What follows belongs to an exercise in optimizing a design on an open flow for small area, a short achievable clock period and few clock cycles per item; a production flow would make more cautious choices.
In this exercise RTL edits were held to simulation tests only and were not proved equivalent to the original.

==> run a: inputs <==
Design blade_biquad, start of the top module:
module blade_biquad (
    input  wire        clk,
    input  wire        rst,
    input  wire        cmd_valid,
    output wire        cmd_ready,
    input  wire        cmd_clear,
    input  wire [31:0] cmd_x0,
    input  wire [31:0] cmd_x1,
    input  wire [31:0] cmd_b0,
    input  wire [31:0] cmd_b1,
    input  wire [31:0] cmd_b2,
    input  wire [31:0] cmd_a1,
    input  wire [31:0] cmd_a2,
    output reg         rsp_valid,
    output reg  [31:0] rsp_y0,
    output reg  [31:0] rsp_y1
);
    reg [12:1] f;
    reg [22:1] g;
    reg        clr_ok;
    wire fast_cond = (cmd_b1[30:0] == 31'd0) &&
                     (cmd_b2 == {~cmd_b0[31], cmd_b0[30:0]}) &&
                     (cmd_x0[30:23] != 8'hFF) && (cmd_x1[30:23] != 8'hFF);
    wire fast_busy = |f;
    wire gbusy     = |g;
    wire fast_slot = !(|f[5:1]) && !f[7] && !f[8] && !gbusy;
    wire start_f   = cmd_valid && !cmd_clear && fast_cond && fast_slot;
    wire start_g   = cmd_valid && !cmd_clear && !fast_cond && !fast_busy && !gbusy;
    assign cmd_ready = f[3] || g[12] || clr_ok;
    wire clear_acc = clr_ok;
    wire [11:0] fN = rst ? 12'd0 : {f[11:1], start_f};
    wire [21:0] gN = rst ? 22'd0 : {g[21:1], start_g};
    localparam [2:0] D_NONE = 3'd0, D_S1_0 = 3'd3, D_S1_1 = 3'd4, D_S2_0 = 3'd5,
                     D_S2_1 = 3'd6;
    localparam [2:0] A_S1_0 = 3'd3, A_S1_1 = 3'd4, A_S2_0 = 3'd5, A_S2_1 = 3'd6,
                     A_TB0 = 3'd1, A_TB1 = 3'd2;
    reg ld_x1, ld_b1, ld_b2, ld_y, hold_a, ld_a1, ld_a2, ld_r;  
    reg [2:0] a_src;                                
    reg b_tn, b_tz_0, a_sub;                        
    reg lat_a, lat_z, lat_zb;                       
    reg tb0_pm, tb1_pm, tb_neg;                     
    reg ld_r0, ld_r1;                               
    reg [2:0] a_dst;                                
    always @(posedge clk) begin
        ld_x1  <= fN[2] || gN[9] || gN[10] || gN[11];
        ld_b1  <= gN[0] || gN[10];
        ld_b2  <= gN[1] || gN[11];
        ld_r   <= fN[3] || fN[6] || fN[4] || fN[7] ||              
                  gN[3] || gN[13] || gN[6] || gN[16] || gN[7] || gN[17];   
        ld_y   <= fN[3] || fN[6] || gN[3] || gN[7] || gN[13] || gN[17];
  ...
==> flow/config.mk <==
export PLATFORM = sky130hd
export DESIGN_NAME = blade_biquad
export DESIGN_NICKNAME = blade_biquad
export VERILOG_FILES = /design/flow/design.v
export SDC_FILE = /design/flow/constraint.sdc
export NUM_CORES = 4
export LEC_CHECK = 0
export ABC_AREA = 1
export CAP_MARGIN = 20
export CORE_MARGIN = 2
export CORE_UTILIZATION = 40
export PLACE_DENSITY = 0.6
export SLEW_MARGIN = 20
==> flow/constraint.sdc <==
create_clock -name core_clock -period 24.0 [get_ports {clk}]
set_input_delay 4.8000 -clock core_clock [delete_from_list [all_inputs] [get_ports {clk}]]
set_output_delay 4.8000 -clock core_clock [all_outputs]
set_load 0.01 [all_outputs]
standard.sh (not shown) runs the stock make flow with config.mk's settings and CLKGATE_MAP_FILE= SYNTH_SCRIPT=/design/flow/synth_recipe.tcl, a recipe that flattens the netlist after the stock synthesis.
==> flow/flow/run.sh <==
#!/bin/bash
# Layout flow: the standard ORFS flow (standard.sh, unchanged synthesis,
# floorplan, placement, CTS and routing at the design's clock and
# constraints), with a larger setup-slack margin for OpenROAD's repair_timing
# so that the resizer also shortens paths that already meet the 24 ns clock.
# standard.sh's full output goes to standard.log in this folder; the ORFS
# logs of each step stay under orfs/logs.
set -eo pipefail
export SETUP_SLACK_MARGIN=16.5
bash standard.sh > standard.log 2>&1
test -s out/final.def
==> run b (differences from run a) <==
--- a/flow/design.v
+++ b/flow/design.v
@@ -1354,28 +1354,36 @@
     input  wire [31:0] cmd_a2,
     output reg         rsp_valid,
     output reg  [31:0] rsp_y0,
     output reg  [31:0] rsp_y1
 );
     reg [12:1] f;
     reg [22:1] g;
     reg        clr_ok;
-    wire fast_cond = (cmd_b1[30:0] == 31'd0) &&
-                     (cmd_b2 == {~cmd_b0[31], cmd_b0[30:0]}) &&
-                     (cmd_x0[30:23] != 8'hFF) && (cmd_x1[30:23] != 8'hFF);
+    reg [4:0] fc;
+    reg       cv;
+    always @(posedge clk) begin
+        fc[0] <= cmd_b1[30:0] == 31'd0;
+        fc[1] <= cmd_b2[15:0] == cmd_b0[15:0];
+        fc[2] <= cmd_b2[31:16] == {~cmd_b0[31], cmd_b0[30:16]};
+        fc[3] <= cmd_x0[30:23] != 8'hFF;
+        fc[4] <= cmd_x1[30:23] != 8'hFF;
+        cv    <= !rst && cmd_valid && !cmd_clear && !cmd_ready;
+    end
+    wire fast_cond = &fc;
     wire fast_busy = |f;
     wire gbusy     = |g;
     wire fast_slot = !(|f[5:1]) && !f[7] && !f[8] && !gbusy;
-    wire start_f   = cmd_valid && !cmd_clear && fast_cond && fast_slot;
-    wire start_g   = cmd_valid && !cmd_clear && !fast_cond && !fast_busy && !gbusy;
+    wire start_f   = cv && fast_cond && fast_slot;
+    wire start_g   = cv && !fast_cond && !fast_busy && !gbusy;
     assign cmd_ready = f[3] || g[12] || clr_ok;
     wire clear_acc = clr_ok;
-    wire [11:0] fN = rst ? 12'd0 : {f[11:1], start_f};
-    wire [21:0] gN = rst ? 22'd0 : {g[21:1], start_g};
+    wire [11:0] fN = {f[11:1], start_f};
+    wire [21:0] gN = {g[21:1], start_g};
     localparam [2:0] D_NONE = 3'd0, D_S1_0 = 3'd3, D_S1_1 = 3'd4, D_S2_0 = 3'd5,
                      D_S2_1 = 3'd6;
     localparam [2:0] A_S1_0 = 3'd3, A_S1_1 = 3'd4, A_S2_0 = 3'd5, A_S2_1 = 3'd6,
                      A_TB0 = 3'd1, A_TB1 = 3'd2;
     reg ld_x1, ld_b1, ld_b2, ld_y, hold_a, ld_a1, ld_a2, ld_r;  
     reg [2:0] a_src;                                
     reg b_tn, b_tz_0, a_sub;                        
     reg lat_a, lat_z, lat_zb;                       
@@ -1403,28 +1411,30 @@
         lat_a  <= fN[2] || gN[0];
         lat_z  <= fN[2];
         lat_zb <= fN[8];
         tb0_pm <= fN[2] || gN[3] || gN[14];
         tb1_pm <= fN[5] || gN[4] || gN[13];
         tb_neg <= fN[2] || fN[5];
         ld_r0  <= fN[4] || gN[4];
         ld_r1  <= fN[7] || gN[14];
-        a_dst  <= (fN[6] || gN[10])  ? D_S1_0 :
+        a_dst  <= rst                ? D_NONE :
+                  (fN[6] || gN[10])  ? D_S1_0 :
                   (fN[7] || gN[9])   ? D_S2_0 :
                   (fN[9] || gN[20])  ? D_S1_1 :
                   (fN[10] || gN[19]) ? D_S2_1 : D_NONE;
     end
     reg [31:0] areg, breg;           
     reg        areg_h, breg_h;       
     reg [31:0] a1r, a2r;             
     reg [31:0] pm;                   
     reg [31:0] aop;                  
     reg [31:0] tb0, tb1;             
     reg [31:0] s1_0, s1_1, s2_0, s2_1;
+    reg [3:0]  sv;
     reg        zA0, zA1, zB1;        
     wire [21:0] m_plo;
     wire [26:0] m_ph0, m_ph1;
     wire [7:0]  m_e8;
     wire [4:0]  m_lz;
     wire [5:0]  m_t;
     wire        m_tz, m_ovf0, m_ovf1;
     wire        m_sy;
@@ -1466,20 +1476,20 @@
                         .zs(ar_zs), .nan(ar_nan), .inf(ar_inf), .is(ar_is), .y(a_y));
     wire [31:0] areg_d = ld_y ? a_y : ld_x1 ? cmd_x1 : cmd_x0;
     wire [31:0] breg_p = ld_b1 ? cmd_b1 : ld_b2 ? cmd_b2 : cmd_b0;
     wire [31:0] breg_r = ld_a1 ? a1r : ld_a2 ? a2r : 32'h3F800000;
     wire [31:0] breg_d = ld_r ? breg_r : breg_p;
     reg  [31:0] aop_r;
     always @* begin
         case (a_src)
-            A_S1_0:  aop_r = s1_0;
-            A_S1_1:  aop_r = s1_1;
-            A_S2_0:  aop_r = s2_0;
-            A_S2_1:  aop_r = s2_1;
+            A_S1_0:  aop_r = sv[0] ? s1_0 : 32'd0;
+            A_S1_1:  aop_r = sv[1] ? s1_1 : 32'd0;
+            A_S2_0:  aop_r = sv[2] ? s2_0 : 32'd0;
+            A_S2_1:  aop_r = sv[3] ? s2_1 : 32'd0;
             A_TB0:   aop_r = tb0;
             default: aop_r = tb1;
         endcase
     end
     wire [31:0] aop_d = (ar_dst == a_src) ? a_y : aop_r;
     always @(posedge clk) begin
         mr_plo   <= m_plo;
         mr_ph0   <= m_ph0;
@@ -1519,37 +1529,37 @@
         if (lat_zb)
             zB1 <= zA1;
         if (tb0_pm)
             tb0 <= {pm[31] ^ tb_neg, pm[30:0]};
         if (tb1_pm)
             tb1 <= {pm[31] ^ tb_neg, pm[30:0]};
         if (ld_r0) rsp_y0 <= areg;
         if (ld_r1) rsp_y1 <= areg;
-        f <= fN[11:0];
-        g <= gN[21:0];
+        f <= rst ? 12'd0 : fN;
+        g <= rst ? 22'd0 : gN;
         if (rst) begin
             clr_ok    <= 1'b0;
             rsp_valid <= 1'b0;
             ar_dst    <= D_NONE;
-            s1_0      <= 32'd0;
-            s1_1      <= 32'd0;
-            s2_0      <= 32'd0;
-            s2_1      <= 32'd0;
+            sv        <= 4'd0;
         end else begin
             ar_dst <= a_dst;
             clr_ok <= cmd_valid && cmd_clear && !clear_acc && !gbusy &&
                       !(|f[11:1]);
             rsp_valid <= f[8] || g[15];
-            if (clear_acc) begin
-                s1_0 <= 32'd0;
-                s1_1 <= 32'd0;
-                s2_0 <= 32'd0;
-                s2_1 <= 32'd0;
-            end else begin
-                if (ar_dst == D_S1_0) s1_0 <= a_y;
-                if (ar_dst == D_S1_1) s1_1 <= a_y;
-                if (ar_dst == D_S2_0) s2_0 <= a_y;
-                if (ar_dst == D_S2_1) s2_1 <= a_y;
+            if (clear_acc)
+                sv <= 4'd0;
+            else begin
+                if (ar_dst == D_S1_0) sv[0] <= 1'b1;
+                if (ar_dst == D_S1_1) sv[1] <= 1'b1;
+                if (ar_dst == D_S2_0) sv[2] <= 1'b1;
+                if (ar_dst == D_S2_1) sv[3] <= 1'b1;
             end
         end
     end
+    always @(posedge clk) begin
+        if (ar_dst == D_S1_0) s1_0 <= a_y;
+        if (ar_dst == D_S1_1) s1_1 <= a_y;
+        if (ar_dst == D_S2_0) s2_0 <= a_y;
+        if (ar_dst == D_S2_1) s2_1 <= a_y;
+    end
 endmodule
==> flow/flow/run.sh (replaced) <==
#!/bin/bash
# Layout flow: the standard ORFS flow (standard.sh, unchanged synthesis,
# floorplan, placement, CTS and routing at the design's clock and
# constraints), with a larger setup-slack margin for OpenROAD's repair_timing
# so that the resizer also shortens paths that already meet the 24 ns clock.
# standard.sh's full output goes to standard.log in this folder; the ORFS
# logs of each step stay under orfs/logs.
set -eo pipefail
export SETUP_SLACK_MARGIN=17.5
bash standard.sh > standard.log 2>&1
test -s out/final.def
==> flow/config.mk (replaced) <==
export PLATFORM = sky130hd
export DESIGN_NAME = blade_biquad
export DESIGN_NICKNAME = blade_biquad
export VERILOG_FILES = /design/flow/design.v
export SDC_FILE = /design/flow/constraint.sdc
export NUM_CORES = 4
export LEC_CHECK = 0
export ABC_AREA = 1
export CAP_MARGIN = 20
export CORE_MARGIN = 2
export CORE_UTILIZATION = 55
export PLACE_DENSITY = 0.72
export SLEW_MARGIN = 20
==> run c (differences from run a) <==
--- a/flow/design.v
+++ b/flow/design.v
@@ -1184,16 +1184,17 @@
 module blade_fadd_s1 (
     input  wire [31:0] a,
     input  wire [31:0] b,
     input  wire        sub,
     output wire [23:0] mp,      
     output reg  [26:0] bl,      
     output wire        eff_sub,
     output wire [7:0]  xp,      
+    output wire [7:0]  xm1,     
     output wire        sp,      
     output wire        zs,      
     output wire        nan,
     output wire        inf,
     output wire        is       
 );
     wire [31:0] bb = {b[31] ^ sub, b[30:0]};
     wire a_max = (a[30:23] == 8'hFF);
@@ -1214,40 +1215,42 @@
     assign      mp = {p_n, p[22:0]};
     wire [23:0] mq = {q_n, q[22:0]};
     wire [7:0]  xa = (a[30:23] == 0) ? 8'd1 : a[30:23];
     wire [7:0]  xb = (bb[30:23] == 0) ? 8'd1 : bb[30:23];
     wire [7:0]  dab = xa - xb;
     wire [7:0]  dba = xb - xa;
     wire [7:0]  d  = swap ? dba : dab;
     assign      eff_sub = p[31] ^ q[31];
-    assign xp = p_n ? p[30:23] : 8'd1;
+    assign xp  = p_n ? p[30:23] : 8'd1;
+    assign xm1 = p_n ? p[30:23] - 8'd1 : 8'd0;
     assign sp = p[31];
     reg [4:0]  ds;
     reg [50:0] qw;
     always @* begin
         ds = (d > 8'd26) ? 5'd26 : d[4:0];
         qw = {mq, 27'd0} >> ds;
         bl = {qw[50:27], qw[26], qw[25], |qw[24:0]};
     end
 endmodule
 module blade_fadd_s2 (
     input  wire [23:0] mp,
     input  wire [26:0] bl,
     input  wire        eff_sub,
     input  wire [7:0]  xp,
+    input  wire [7:0]  xm1,     
     input  wire        sp,
     input  wire        zs,
     input  wire        nan,
     input  wire        inf,
     input  wire        is,
-    output reg  [31:0] y
+    output reg  [31:0] y,
+    output reg         yh       
 );
     wire [27:0] S = eff_sub ? ({1'b0, mp, 3'b000} - {1'b0, bl}) : ({1'b0, mp, 3'b000} + {1'b0, bl});
-    wire [7:0]  xm1 = xp - 8'd1;
     wire [26:0] lim = (xm1 <= 8'd26) ? (27'h4000000 >> xm1[4:0]) : 27'd0;
     wire [31:0] v   = {S[26:0] | lim, 5'b11111};
     function [1:0] lzc2(input [1:0] x);
         lzc2 = {x == 2'b00, x == 2'b01};
     endfunction
     function [2:0] lzc4(input [3:0] x);
         reg [1:0] h, l;
         begin
@@ -1318,31 +1321,39 @@
             y = {is, 8'hFF, 23'd0};
         else if (S == 0)
             y = {zs, 31'd0};
         else if (S[27] && xp == 8'd254)      
             y = {sp, 8'hFF, 23'd0};
         else
             y = {sp, mi[23] ? ef1 : ef, mi[22:0]};
     end
+    always @* begin
+        if (nan || inf)
+            yh = 1'b1;
+        else if (S == 0)
+            yh = 1'b0;
+        else
+            yh = m[23] | mi[23] | S[27];
+    end
 endmodule
 module blade_fadd (
     input  wire [31:0] a,
     input  wire [31:0] b,
     input  wire        sub,
     output wire [31:0] y
 );
     wire [23:0] mp;
     wire [26:0] bl;
     wire        eff_sub;
-    wire [7:0]  xp;
+    wire [7:0]  xp, xm1;
     wire        sp, zs, nan, inf, is;
     blade_fadd_s1 u1 (.a(a), .b(b), .sub(sub), .mp(mp), .bl(bl), .eff_sub(eff_sub), .xp(xp),
-                      .sp(sp), .zs(zs), .nan(nan), .inf(inf), .is(is));
-    blade_fadd_s2 u2 (.mp(mp), .bl(bl), .eff_sub(eff_sub), .xp(xp), .sp(sp), .zs(zs), .nan(nan), .inf(inf), .is(is), .y(y));
+                      .xm1(xm1), .sp(sp), .zs(zs), .nan(nan), .inf(inf), .is(is));
+    blade_fadd_s2 u2 (.mp(mp), .bl(bl), .eff_sub(eff_sub), .xp(xp), .xm1(xm1), .sp(sp), .zs(zs), .nan(nan), .inf(inf), .is(is), .y(y), .yh());
 endmodule
 module blade_biquad (
     input  wire        clk,
     input  wire        rst,
     input  wire        cmd_valid,
     output wire        cmd_ready,
     input  wire        cmd_clear,
     input  wire [31:0] cmd_x0,
@@ -1354,28 +1365,36 @@
     input  wire [31:0] cmd_a2,
     output reg         rsp_valid,
     output reg  [31:0] rsp_y0,
     output reg  [31:0] rsp_y1
 );
     reg [12:1] f;
     reg [22:1] g;
     reg        clr_ok;
-    wire fast_cond = (cmd_b1[30:0] == 31'd0) &&
-                     (cmd_b2 == {~cmd_b0[31], cmd_b0[30:0]}) &&
-                     (cmd_x0[30:23] != 8'hFF) && (cmd_x1[30:23] != 8'hFF);
+    reg [4:0] fc;
+    reg       cv;
+    always @(posedge clk) begin
+        fc[0] <= cmd_b1[30:0] == 31'd0;
+        fc[1] <= cmd_b2[15:0] == cmd_b0[15:0];
+        fc[2] <= cmd_b2[31:16] == {~cmd_b0[31], cmd_b0[30:16]};
+        fc[3] <= cmd_x0[30:23] != 8'hFF;
+        fc[4] <= cmd_x1[30:23] != 8'hFF;
+        cv    <= !rst && cmd_valid && !cmd_clear && !cmd_ready;
+    end
+    wire fast_cond = &fc;
     wire fast_busy = |f;
     wire gbusy     = |g;
     wire fast_slot = !(|f[5:1]) && !f[7] && !f[8] && !gbusy;
-    wire start_f   = cmd_valid && !cmd_clear && fast_cond && fast_slot;
-    wire start_g   = cmd_valid && !cmd_clear && !fast_cond && !fast_busy && !gbusy;
+    wire start_f   = cv && fast_cond && fast_slot;
+    wire start_g   = cv && !fast_cond && !fast_busy && !gbusy;
     assign cmd_ready = f[3] || g[12] || clr_ok;
     wire clear_acc = clr_ok;
-    wire [11:0] fN = rst ? 12'd0 : {f[11:1], start_f};
-    wire [21:0] gN = rst ? 22'd0 : {g[21:1], start_g};
+    wire [11:0] fN = {f[11:1], start_f};
+    wire [21:0] gN = {g[21:1], start_g};
     localparam [2:0] D_NONE = 3'd0, D_S1_0 = 3'd3, D_S1_1 = 3'd4, D_S2_0 = 3'd5,
                      D_S2_1 = 3'd6;
     localparam [2:0] A_S1_0 = 3'd3, A_S1_1 = 3'd4, A_S2_0 = 3'd5, A_S2_1 = 3'd6,
                      A_TB0 = 3'd1, A_TB1 = 3'd2;
     reg ld_x1, ld_b1, ld_b2, ld_y, hold_a, ld_a1, ld_a2, ld_r;  
     reg [2:0] a_src;                                
     reg b_tn, b_tz_0, a_sub;                        
     reg lat_a, lat_z, lat_zb;                       
@@ -1403,28 +1422,30 @@
         lat_a  <= fN[2] || gN[0];
         lat_z  <= fN[2];
         lat_zb <= fN[8];
         tb0_pm <= fN[2] || gN[3] || gN[14];
         tb1_pm <= fN[5] || gN[4] || gN[13];
         tb_neg <= fN[2] || fN[5];
         ld_r0  <= fN[4] || gN[4];
         ld_r1  <= fN[7] || gN[14];
-        a_dst  <= (fN[6] || gN[10])  ? D_S1_0 :
+        a_dst  <= rst                ? D_NONE :
+                  (fN[6] || gN[10])  ? D_S1_0 :
                   (fN[7] || gN[9])   ? D_S2_0 :
                   (fN[9] || gN[20])  ? D_S1_1 :
                   (fN[10] || gN[19]) ? D_S2_1 : D_NONE;
     end
     reg [31:0] areg, breg;           
     reg        areg_h, breg_h;       
     reg [31:0] a1r, a2r;             
     reg [31:0] pm;                   
     reg [31:0] aop;                  
     reg [31:0] tb0, tb1;             
     reg [31:0] s1_0, s1_1, s2_0, s2_1;
+    reg [3:0]  sv;
     reg        zA0, zA1, zB1;        
     wire [21:0] m_plo;
     wire [26:0] m_ph0, m_ph1;
     wire [7:0]  m_e8;
     wire [4:0]  m_lz;
     wire [5:0]  m_t;
     wire        m_tz, m_ovf0, m_ovf1;
     wire        m_sy;
@@ -1445,41 +1466,43 @@
                         .y(m_y));
     wire        b_tz    = b_tz_0 ? zA0 : zB1;
     wire        pm_zero = (pm[30:0] == 31'd0);
     wire        tn_sign = pm_zero ? (~pm[31] & b_tz) : ~pm[31];
     wire [31:0] add_b = {b_tn ? tn_sign : pm[31], pm[30:0]};
     wire [23:0] a_mp;
     wire [26:0] a_bl;
     wire        a_es;
-    wire [7:0]  a_xp;
+    wire [7:0]  a_xp, a_xm1;
     wire        a_sp, a_zs, a_nan, a_inf, a_is;
     blade_fadd_s1 u_a1 (.a(aop), .b(add_b), .sub(a_sub), .mp(a_mp), .bl(a_bl),
-                        .eff_sub(a_es), .xp(a_xp), .sp(a_sp), .zs(a_zs), .nan(a_nan),
+                        .eff_sub(a_es), .xp(a_xp), .xm1(a_xm1), .sp(a_sp), .zs(a_zs), .nan(a_nan),
                         .inf(a_inf), .is(a_is));
     reg  [23:0] ar_mp;
     reg  [26:0] ar_bl;
     reg         ar_es;
-    reg  [7:0]  ar_xp;
+    reg  [7:0]  ar_xp, ar_xm1;
     reg         ar_sp, ar_zs, ar_nan, ar_inf, ar_is;
     reg  [2:0]  ar_dst;
     wire [31:0] a_y;
-    blade_fadd_s2 u_a2 (.mp(ar_mp), .bl(ar_bl), .eff_sub(ar_es), .xp(ar_xp), .sp(ar_sp),
-                        .zs(ar_zs), .nan(ar_nan), .inf(ar_inf), .is(ar_is), .y(a_y));
+    wire        a_yh;
+    blade_fadd_s2 u_a2 (.mp(ar_mp), .bl(ar_bl), .eff_sub(ar_es), .xp(ar_xp), .xm1(ar_xm1), .sp(ar_sp),
+                        .zs(ar_zs), .nan(ar_nan), .inf(ar_inf), .is(ar_is), .y(a_y),
+                        .yh(a_yh));
     wire [31:0] areg_d = ld_y ? a_y : ld_x1 ? cmd_x1 : cmd_x0;
     wire [31:0] breg_p = ld_b1 ? cmd_b1 : ld_b2 ? cmd_b2 : cmd_b0;
     wire [31:0] breg_r = ld_a1 ? a1r : ld_a2 ? a2r : 32'h3F800000;
     wire [31:0] breg_d = ld_r ? breg_r : breg_p;
     reg  [31:0] aop_r;
     always @* begin
         case (a_src)
-            A_S1_0:  aop_r = s1_0;
-            A_S1_1:  aop_r = s1_1;
-            A_S2_0:  aop_r = s2_0;
-            A_S2_1:  aop_r = s2_1;
+            A_S1_0:  aop_r = sv[0] ? s1_0 : 32'd0;
+            A_S1_1:  aop_r = sv[1] ? s1_1 : 32'd0;
+            A_S2_0:  aop_r = sv[2] ? s2_0 : 32'd0;
+            A_S2_1:  aop_r = sv[3] ? s2_1 : 32'd0;
             A_TB0:   aop_r = tb0;
             default: aop_r = tb1;
         endcase
     end
     wire [31:0] aop_d = (ar_dst == a_src) ? a_y : aop_r;
     always @(posedge clk) begin
         mr_plo   <= m_plo;
         mr_ph0   <= m_ph0;
@@ -1491,25 +1514,26 @@
         mr_ovf1  <= m_ovf1;
         mr_sy    <= m_sy;
         mr_spec  <= m_spec;
         pm       <= m_y;
         ar_mp   <= a_mp;
         ar_bl   <= a_bl;
         ar_es   <= a_es;
         ar_xp   <= a_xp;
+        ar_xm1  <= a_xm1;
         ar_sp   <= a_sp;
         ar_zs   <= a_zs;
         ar_nan  <= a_nan;
         ar_inf  <= a_inf;
         ar_is   <= a_is;
         aop <= aop_d;
         if (!hold_a) begin
             areg   <= areg_d;
-            areg_h <= areg_d[30:23] != 8'd0;
+            areg_h <= ld_y ? a_yh : ld_x1 ? (cmd_x1[30:23] != 8'd0) : (cmd_x0[30:23] != 8'd0);
         end
         breg   <= breg_d;
         breg_h <= breg_d[30:23] != 8'd0;
         if (lat_a) begin
             a1r <= cmd_a1;
             a2r <= cmd_a2;
         end
         if (lat_z) begin
@@ -1519,37 +1543,37 @@
         if (lat_zb)
             zB1 <= zA1;
         if (tb0_pm)
             tb0 <= {pm[31] ^ tb_neg, pm[30:0]};
         if (tb1_pm)
             tb1 <= {pm[31] ^ tb_neg, pm[30:0]};
         if (ld_r0) rsp_y0 <= areg;
         if (ld_r1) rsp_y1 <= areg;
-        f <= fN[11:0];
-        g <= gN[21:0];
+        f <= rst ? 12'd0 : fN;
+        g <= rst ? 22'd0 : gN;
         if (rst) begin
             clr_ok    <= 1'b0;
             rsp_valid <= 1'b0;
             ar_dst    <= D_NONE;
-            s1_0      <= 32'd0;
-            s1_1      <= 32'd0;
-            s2_0      <= 32'd0;
-            s2_1      <= 32'd0;
+            sv        <= 4'd0;
         end else begin
             ar_dst <= a_dst;
             clr_ok <= cmd_valid && cmd_clear && !clear_acc && !gbusy &&
                       !(|f[11:1]);
             rsp_valid <= f[8] || g[15];
-            if (clear_acc) begin
-                s1_0 <= 32'd0;
-                s1_1 <= 32'd0;
-                s2_0 <= 32'd0;
-                s2_1 <= 32'd0;
-            end else begin
-                if (ar_dst == D_S1_0) s1_0 <= a_y;
-                if (ar_dst == D_S1_1) s1_1 <= a_y;
-                if (ar_dst == D_S2_0) s2_0 <= a_y;
-                if (ar_dst == D_S2_1) s2_1 <= a_y;
+            if (clear_acc)
+                sv <= 4'd0;
+            else begin
+                if (ar_dst == D_S1_0) sv[0] <= 1'b1;
+                if (ar_dst == D_S1_1) sv[1] <= 1'b1;
+                if (ar_dst == D_S2_0) sv[2] <= 1'b1;
+                if (ar_dst == D_S2_1) sv[3] <= 1'b1;
             end
         end
     end
+    always @(posedge clk) begin
+        if (ar_dst == D_S1_0) s1_0 <= a_y;
+        if (ar_dst == D_S1_1) s1_1 <= a_y;
+        if (ar_dst == D_S2_0) s2_0 <= a_y;
+        if (ar_dst == D_S2_1) s2_1 <= a_y;
+    end
 endmodule
==> flow/flow/run.sh (replaced) <==
#!/bin/bash
# Layout flow: the standard ORFS flow (standard.sh, unchanged synthesis,
# floorplan, placement, CTS and routing at the design's clock and
# constraints), with a larger setup-slack margin for OpenROAD's repair_timing
# so that the resizer also shortens paths that already meet the 24 ns clock.
# standard.sh's full output goes to standard.log in this folder; the ORFS
# logs of each step stay under orfs/logs.
set -eo pipefail
export SETUP_SLACK_MARGIN=18.5
bash standard.sh > standard.log 2>&1
test -s out/final.def
==> flow/config.mk (replaced) <==
export PLATFORM = sky130hd
export DESIGN_NAME = blade_biquad
export DESIGN_NICKNAME = blade_biquad
export VERILOG_FILES = /design/flow/design.v
export SDC_FILE = /design/flow/constraint.sdc
export NUM_CORES = 4
export LEC_CHECK = 0
export ABC_AREA = 1
export CAP_MARGIN = 20
export CORE_MARGIN = 2
export CORE_UTILIZATION = 62
export PLACE_DENSITY = 0.78
export SLEW_MARGIN = 20
==> run notes <==
Status: run c no timing/DRC/antenna violations; run b no timing/DRC/antenna violations; run a no timing/DRC/antenna violations
Detail-routed via count per cell: run c 5.83; run b 5.80; run a 5.33
Minimum period implied by the final worst setup slack: run c 6.12 ns; run b 6.46 ns; run a 6.82 ns
Final std cells w/o fill: run c 9646; run b 9745; run a 10474
Endpoint of the worst hold-timing path: run c lat_z; run b ar_dst[2]; run a ar_dst[2]
Critical path depth: run c 3; run b 1; run a 34
Area fraction in compound gates after synthesis: run c 9.99%; run b 9.16%; run a 11.7%
Chip Height: run c 316 um; run b 334 um; run a 391 um
Source of the critical timing path: run c f[3]; run b rsp_y0[10]; run a mr_ph0[0]
Worst Setup End Kind: run c primary output; run b primary output; run a register
Slew HR: run c 26.7%; run b 21.2%; run a 22.1%
Hold Path Stages: run c 0; run b 2; run a 2
Number of nets in the final layout: run c 9255; run b 9221; run a 9433
Number of clock buffer instances in the layout: run c 104; run b 109; run a 110
Testbench counts of run a, summed over its fixed seeds: cycles 28,832, items 4,800.
Testbench counts of run b, summed over its fixed seeds: cycles 28,840, items 4,800.
Testbench counts of run c, summed over its fixed seeds: cycles 28,840, items 4,800.

==> port drivers added, routing unchanged <==
In the flow no input, the clock included, has a driving cell. The finished layouts below were timed again as built, in two steps.
Step 1 sets driving cells, clkbuf_16 on the clock port and buf_2 on the other inputs (assumed; they add their load-dependent delay and slew).
Step 2 adds t to the input delays and takes it off the output delays; t is the mean of the earliest and latest rising clock arrival at the registers after step 1. Input paths then give back, and output paths get back, about the clock's delay inside the block.
Three values: ideal, step 1, step 2; two values: the first two.
| run | shift t [ns] | slack for setup (ns) | worst slew at a driven data input, ns |
|---|---|---|---|
| run a | 0.766 | 17.181 / 17.181 / 16.525 | 0.07 |
| run b | 0.737 | 17.536 / 17.459 / 17.120 | 0.12 |
| run c | 0.721 | 17.881 / 17.804 / 17.816 | 0.15 |
After both steps every run listed still meets setup and hold. The setup slack of run a, which loses most, moves by 0.000 ns with the drivers and by -0.656 ns with both steps.
